Background: an optimization exercise with open tools, aiming at small area. Do not read the settings as production practice.
Function was checked by simulation only, so behaviour that the tests miss may differ from the original.
Power figures rest on the tool's default switching activity, not on a simulated workload.

## main
Design crcfr, start of the top module:
module crcfr (
    input  wire        clk,
    input  wire        rst_n,     
    input  wire        sel,       
    input  wire        we,        
    input  wire [1:0]  size,      
    input  wire [5:0]  addr,      
    input  wire [31:0] wdata,
    output reg  [31:0] rdata,
    output wire        buserr,
    output wire        irq
);
    localparam [2:0] ST_IDLE = 3'd0, ST_RAW = 3'd1, ST_ENC = 3'd2, ST_DEC = 3'd3,
                     ST_SIGGEN = 3'd4, ST_SIGCHK = 3'd5;
    localparam [2:0] PH_NONE = 3'd0, PH_LEN = 3'd1, PH_TAG = 3'd2, PH_PAYLOAD = 3'd3,
                     PH_CRC = 3'd4, PH_SIG = 3'd5, PH_END = 3'd6;
    function [31:0] crc_byte;
        input [31:0] c;
        input [7:0]  b;
        integer k;
        reg [31:0] v;
        begin
            v = c ^ {24'd0, b};
            for (k = 0; k < 8; k = k + 1)
                v = v[0] ? ((v >> 1) ^ 32'hEDB88320) : (v >> 1);
            crc_byte = v;
        end
    endfunction
    function is_letter;
        input [7:0] b;
        begin
            is_letter = ~b[7] & b[6] & (|b[4:0]) & ~(b[4] & b[3] & (b[2] | (b[1] & b[0])));
        end
    endfunction
    function [7:0] sig_byte;
        input [2:0] i;
        begin
            case (i)
                3'd0: sig_byte = 8'h89;
                3'd1: sig_byte = 8'h50;
                3'd2: sig_byte = 8'h4E;
                3'd3: sig_byte = 8'h47;
                3'd4: sig_byte = 8'h0D;
                3'd5: sig_byte = 8'h0A;
                3'd6: sig_byte = 8'h1A;
                default: sig_byte = 8'h0A;
            endcase
        end
    endfunction
    reg [2:0]  st;
    reg [2:0]  phase;
    reg [2:0]  idx;
    reg [3:0]  err;
    reg        done;
    reg        outv;
    reg [7:0]  outbuf;
    reg        pass;
    reg        cok;         
    reg [1:0]  ei_src;
    reg [31:0] crc;
    reg [31:0] len;
    reg [31:0] tag;
    reg [31:0] avail;
    reg [31:0] pcount;
    reg [31:0] stored;
    reg [1:0]  inten;
  ...
Size: about 78 I/O pins, ~13,000 um^2 of cells after synthesis.
==> flow/config.mk <==
export PLATFORM = sky130hd
export DESIGN_NAME = crcfr
export DESIGN_NICKNAME = crcfr
export VERILOG_FILES = /design/flow/design.v
export SDC_FILE = /design/flow/constraint.sdc
export NUM_CORES = 4
export LEC_CHECK = 0
export CAP_MARGIN = 5
export CORE_MARGIN = 2
export CORE_UTILIZATION = 55
export SLEW_MARGIN = 5
==> flow/constraint.sdc <==
create_clock -name core_clock -period 12.0 [get_ports {clk}]
set_input_delay 2.4000 -clock core_clock [delete_from_list [all_inputs] [get_ports {clk}]]
set_output_delay 2.4000 -clock core_clock [all_outputs]
set_load 0.01 [all_outputs]
standard.sh (not shown) runs the stock make flow with config.mk's settings and CLKGATE_MAP_FILE= SYNTH_SCRIPT=/design/flow/synth_recipe.tcl, a recipe that flattens the netlist after the stock synthesis.
==> flow/flow/run.sh <==
#!/bin/bash
# Own layout flow: the standard flow, except that
#  * synthesis maps the logic with an area-oriented ABC script (abc_area.script:
#    deepsyn, then area-recovering mapping; no delay-driven buffering or
#    upsizing), once per deepsyn seed, and keeps the smallest mapping
#    (abc_pick.tcl); it skips the full-adder extraction. Everything up to the
#    flip-flop mapping is ORFS's synth.tcl as the standard synthesis runs it, so
#    the registers keep their names and cells;
#  * the port buffers are buf_1 cells; CTS builds the tree from clkbuf_4 cells
#    (clkbuf_8 root) in clusters of up to 8 sinks and inserts no dummy loads.
# Each tool's full output goes to a log file in the work folder.
set -euo pipefail
W=$PWD
F=$W/flow
SEEDS="1 2 3 4 5 6 7 8"

for s in $SEEDS; do
  sed -e "s#@SEED@#$s#" "$F/abc_area.script" > "$W/abc_area_$s.script"
done
{ echo "set own_work {$W}"; echo "set own_seeds {$SEEDS}"; cat "$F/abc_pick.tcl"; } > "$W/abc_pick_own.tcl"

# ORFS's synth.tcl with the ABC call replaced.
sed -e "s#log_cmd abc {\*}\$abc_args#source $W/abc_pick_own.tcl#" \
    "$FLOW_HOME/scripts/synth.tcl" > "$W/synth_own.tcl"
grep -q "source $W/abc_pick_own.tcl" "$W/synth_own.tcl"
# The standard flow's synthesis wrapper, sourcing that copy.
sed -e "s#source \$::env(SCRIPTS_DIR)/synth.tcl#source $W/synth_own.tcl#" \
    "$W/synth_recipe.tcl" > "$W/synth_recipe_own.tcl"
grep -q "source $W/synth_own.tcl" "$W/synth_recipe_own.tcl"
# standard.sh with that synthesis script.
sed -e "s#SYNTH_SCRIPT=[^ ]*#SYNTH_SCRIPT=$W/synth_recipe_own.tcl#" "$W/standard.sh" > "$W/standard_own.sh"
grep -q "synth_recipe_own.tcl" "$W/standard_own.sh"

EXTRA=(ADDER_MAP_FILE=
       "BUFFER_PORTS_ARGS=-buffer_cell sky130_fd_sc_hd__buf_1"
       "CTS_ARGS=-sink_clustering_enable -repair_clock_nets -dont_use_dummy_load -buf_list sky130_fd_sc_hd__clkbuf_4 -root_buf sky130_fd_sc_hd__clkbuf_8 -sink_clustering_size 8 -sink_clustering_max_diameter 40")

bash "$W/standard_own.sh" "${EXTRA[@]}" synth > "$W/synth.log" 2>&1
bash "$W/standard.sh" "${EXTRA[@]}" finish > "$W/layout.log" 2>&1
Other scripts of this flow, unchanged in this note and not shown: flow/flow/abc_area.script, flow/flow/abc_pick.tcl
## Diff of input files: the feature branch against main
diff --git a/flow/flow/run.sh b/flow/flow/run.sh
--- a/flow/flow/run.sh
+++ b/flow/flow/run.sh
@@ -7,6 +7,6 @@
 #    flip-flop mapping is ORFS's synth.tcl as the standard synthesis runs it, so
 #    the registers keep their names and cells;
-#  * the port buffers are buf_1 cells; CTS builds the tree from clkbuf_4 cells
-#    (clkbuf_8 root) in clusters of up to 8 sinks and inserts no dummy loads.
+#  * the port buffers are buf_1 cells; CTS builds the tree from clkbuf_8 cells
+#    in clusters of up to 16 sinks and inserts no dummy loads.
 # Each tool's full output goes to a log file in the work folder.
 set -euo pipefail
@@ -34,5 +34,5 @@
 EXTRA=(ADDER_MAP_FILE=
        "BUFFER_PORTS_ARGS=-buffer_cell sky130_fd_sc_hd__buf_1"
-       "CTS_ARGS=-sink_clustering_enable -repair_clock_nets -dont_use_dummy_load -buf_list sky130_fd_sc_hd__clkbuf_4 -root_buf sky130_fd_sc_hd__clkbuf_8 -sink_clustering_size 8 -sink_clustering_max_diameter 40")
+       "CTS_ARGS=-sink_clustering_enable -repair_clock_nets -dont_use_dummy_load -buf_list sky130_fd_sc_hd__clkbuf_8 -root_buf sky130_fd_sc_hd__clkbuf_8 -sink_clustering_size 16 -sink_clustering_max_diameter 50")
 
 bash "$W/standard_own.sh" "${EXTRA[@]}" synth > "$W/synth.log" 2>&1
Notes after the runs:
- Relative to main, the power in the clock group measured on the feature branch has increased by a few percent.
- The lower clock distribution area overhead in the final layout of main and the feature branch is in main.
- From main to the feature branch the numbers moved as follows: clock-buffer cell count fell by about 35%, distinct cell type count after synthesis stayed essentially flat, via count normalized by instance count dropped 0.047.
- [the feature branch] fraction of power consumed by sequential logic fell 0.6 points relative to main

-- port drivers added, routing unchanged --
No port has a modelled driver above. Below, the same layouts with a new extraction and two added sets of constraints. Step 1, drivers: a clkbuf_16 drives clk and a buf_2 each remaining input, both assumed. Step 2 adds t to the input delays and takes it off the output delays; t is the mean of the earliest and latest rising clock arrival at the registers after step 1. Input paths then give back, and output paths get back, about the clock's delay inside the block. Slacks: ideal ports / drivers / drivers and shift; pairs: ideal ports / drivers.
run	t, ns	setup WS [ns]	hold slack, ns	worst register clock-pin slew, ns
main	0.574	1.518 / 1.547 / 0.973	0.487 / 0.487 / 0.487	0.10 / 0.10
the feature branch	0.629	1.484 / 1.511 / 0.883	0.492 / 0.492 / 0.492	0.10 / 0.10
After both steps setup and hold are still met in every run listed. For the feature branch, which loses most, drivers alone change the setup slack by +0.027 ns; drivers and shift together by -0.601 ns.
